Context: an optimization exercise on an open-source flow, tuned for a short achievable clock period and few clock cycles. The choices shown serve that exercise and are no tape-out recipe. Only simulation tests tie the RTL to the original design; equivalence was not proved. Power figures rest on the tool's default switching activity, not on a simulated workload.

## JK
Design beebc_core, start of the top module:
module beebc_core (
    input  wire       clk,
    input  wire       rst,         
    output wire [3:0] mem_addr,
    input  wire [7:0] mem_rdata,
    output wire [7:0] mem_wdata,
    output wire       mem_we,
    output wire [7:0] out,
    output wire       out_strobe,
    output wire       halted
);
Size in the first run: roughly 310 flip-flops, about 33 I/O pins, ~16,000 µm² of cells after synthesis.
clock: 5.0 ns
lec_check: 0
abc_clock_period_in_ps: 2000
cap_margin: 20
core_margin: 2
core_utilization: 40
setup_slack_margin: 3.0
slew_margin: 20
run.sh (not shown) runs the stock make flow with config.mk's settings and CLKGATE_MAP_FILE= SYNTH_SCRIPT=/design/flow/synth_recipe.tcl, a recipe that flattens the netlist after the stock synthesis.
Testbench counts of JK, summed over its fixed seeds: cycles 27,888.
For MS, these inputs were changed with respect to JK:
--- a/flow/design.v
+++ b/flow/design.v
@@ -98,18 +98,22 @@
     wire [7:0] sum, dif;
     wire       s_co, d_co;
     beebc_add8 u_add (.x(a), .y(bop),  .ci(1'b0), .s(sum), .co(s_co));
     beebc_add8 u_sub (.x(a), .y(~bop), .ci(1'b1), .s(dif), .co(d_co));
     wire       ovf   = x_sub ? ~d_co : s_co;    
     wire [7:0] r     = x_sub ? dif : sum;
     wire       z_new = x_sub ? (a == bop) : ((a == 8'h00) & (bop == 8'h00));
-    wire [7:0] alu_next = ovf ? alu : r;
-    wire [7:0] a_ld  = (x_exec & x_lda) ? bop : ((x_exec & x_ldi) ? {4'h0, xn} : a);
-    wire [7:0] a_nr  = x_flags ? r : a_ld;
-    wire [7:0] a_nx  = (x_flags & ovf) ? alu : a_nr;
+    wire       fa    = ~rst & x_flags & ~x_sub;
+    wire       fs    = ~rst & x_flags & x_sub;
+    wire [7:0] m_add = s_co ? alu : sum;
+    wire [7:0] m_sub = d_co ? dif : alu;
+    wire [7:0] a_ld  = rst ? 8'h00 : ((x_exec & x_lda) ? bop : ((x_exec & x_ldi) ? {4'h0, xn} : a));
+    wire [7:0] a_nx  = fa ? m_add : (fs ? m_sub : a_ld);
+    wire [7:0] alu_nx = fa ? m_add : (fs ? m_sub : (rst ? 8'h00 : alu));
+    wire       cf_nx = fa ? s_co : (fs ? ~d_co : (~rst & cf));
     wire  [3:0] jn     = fir[3:0];
     wire        jv     = fv & ~pend;
     wire f_lda, f_alu, f_sub, f_sta, f_ldi, f_jmp, f_jc, f_jz, f_out, f_hlt;
     beebc_decoder u_dj (
         .opcode (fir[7:4]),
         .is_lda (f_lda), .is_alu (f_alu), .is_sub (f_sub), .is_sta (f_sta),
         .is_ldi (f_ldi), .is_jmp (f_jmp), .is_jc  (f_jc),  .is_jz  (f_jz),
@@ -238,18 +242,15 @@
             xv       <= 1'b0;
             fv       <= 1'b0;
             pend     <= 1'b0;
             fpc      <= 4'h0;
             fpc1     <= 4'h1;
             fpc2     <= 4'h2;
             fpc1_oh  <= 16'h0002;
-            a        <= 8'h00;
-            alu      <= 8'h00;
             out_r    <= 8'h00;
-            cf       <= 1'b0;
             zf       <= 1'b0;
             halted_r <= 1'b0;
             halted_o <= 1'b0;
             out_valid <= 1'b0;
             pa       <= 4'h0;
             pwe      <= 1'b0;
             p_opnd   <= 1'b0;
@@ -320,27 +321,28 @@
                     if (f_fill) begin
                         f_oh <= rd_oh;
                         fv   <= 1'b1;
                     end
                     halted_o <= halt_nx | (((xv & x_hlt) | early_h) & ~outv_nx);
                 end
             end
-            a <= a_nx;
-            if (x_flags) begin
-                alu <= alu_next;
-                cf  <= ovf;
+            if (x_flags)
                 zf  <= z_new;
-            end
             if (x_exec) begin
                 if (x_out) out_r <= a;
                 if (x_hlt) halted_r <= 1'b1;
             end
             if (halted_o) halted_r <= 1'b1;
         end
     end
+    always @(posedge clk) begin
+        a   <= a_nx;
+        alu <= alu_nx;
+        cf  <= cf_nx;
+    end
     assign mem_addr   = pa;
     assign mem_wdata  = a;
     assign mem_we     = pwe;
     assign out        = out_r;
     assign out_strobe = out_valid;
     assign halted     = halted_o;
 endmodule
==> run summary <==
MS leaves less setup margin than JK.
MS finished end to end and its layout was clean on timing, DRC and antenna.
Summary — signed area change from the synthesized netlist to the final layout, MS relative to JK: higher, by 5.5 points.
Going from JK to MS, the global-route track usage on met2 was found to have gone down by 3.2 points.
JK → MS: share of total power in the clock network went up 1.2 points; met3 wirelength from detailed routing fell by 99 µm; total number of vias moved up.
Testbench counts of MS, summed over its fixed seeds: cycles 27,888.

## re-timing with driven ports
The flow's constraints put no driver on any port. The routed layouts listed below were extracted and timed again, unchanged, in two steps.
Step 1: set_driving_cell puts a clkbuf_16 on clk and a buf_2 on each other input, an assumption about the parent block.
Step 2, shift: input delay + t, output delay - t, t = (earliest + latest rising clock arrival at the registers) / 2. This alone moves slack from input paths to output paths.
a / b / c = no drivers / after step 1 / after step 2; a / b = the first two.
run | shift t [ns] | setup WS [ns] | latest minus earliest clock arrival (ns) | worst slew at a driven data input, ns
JK | 0.601 | 2.276 / 2.276 / 2.007 | 0.025 / 0.026 | 0.03
MS | 0.612 | 2.269 / 2.269 / 1.771 | 0.052 / 0.052 | 0.04
After both steps every run listed still meets setup and hold. The setup slack of MS, which loses most, moves by 0.000 ns with the drivers and by -0.498 ns with both steps.
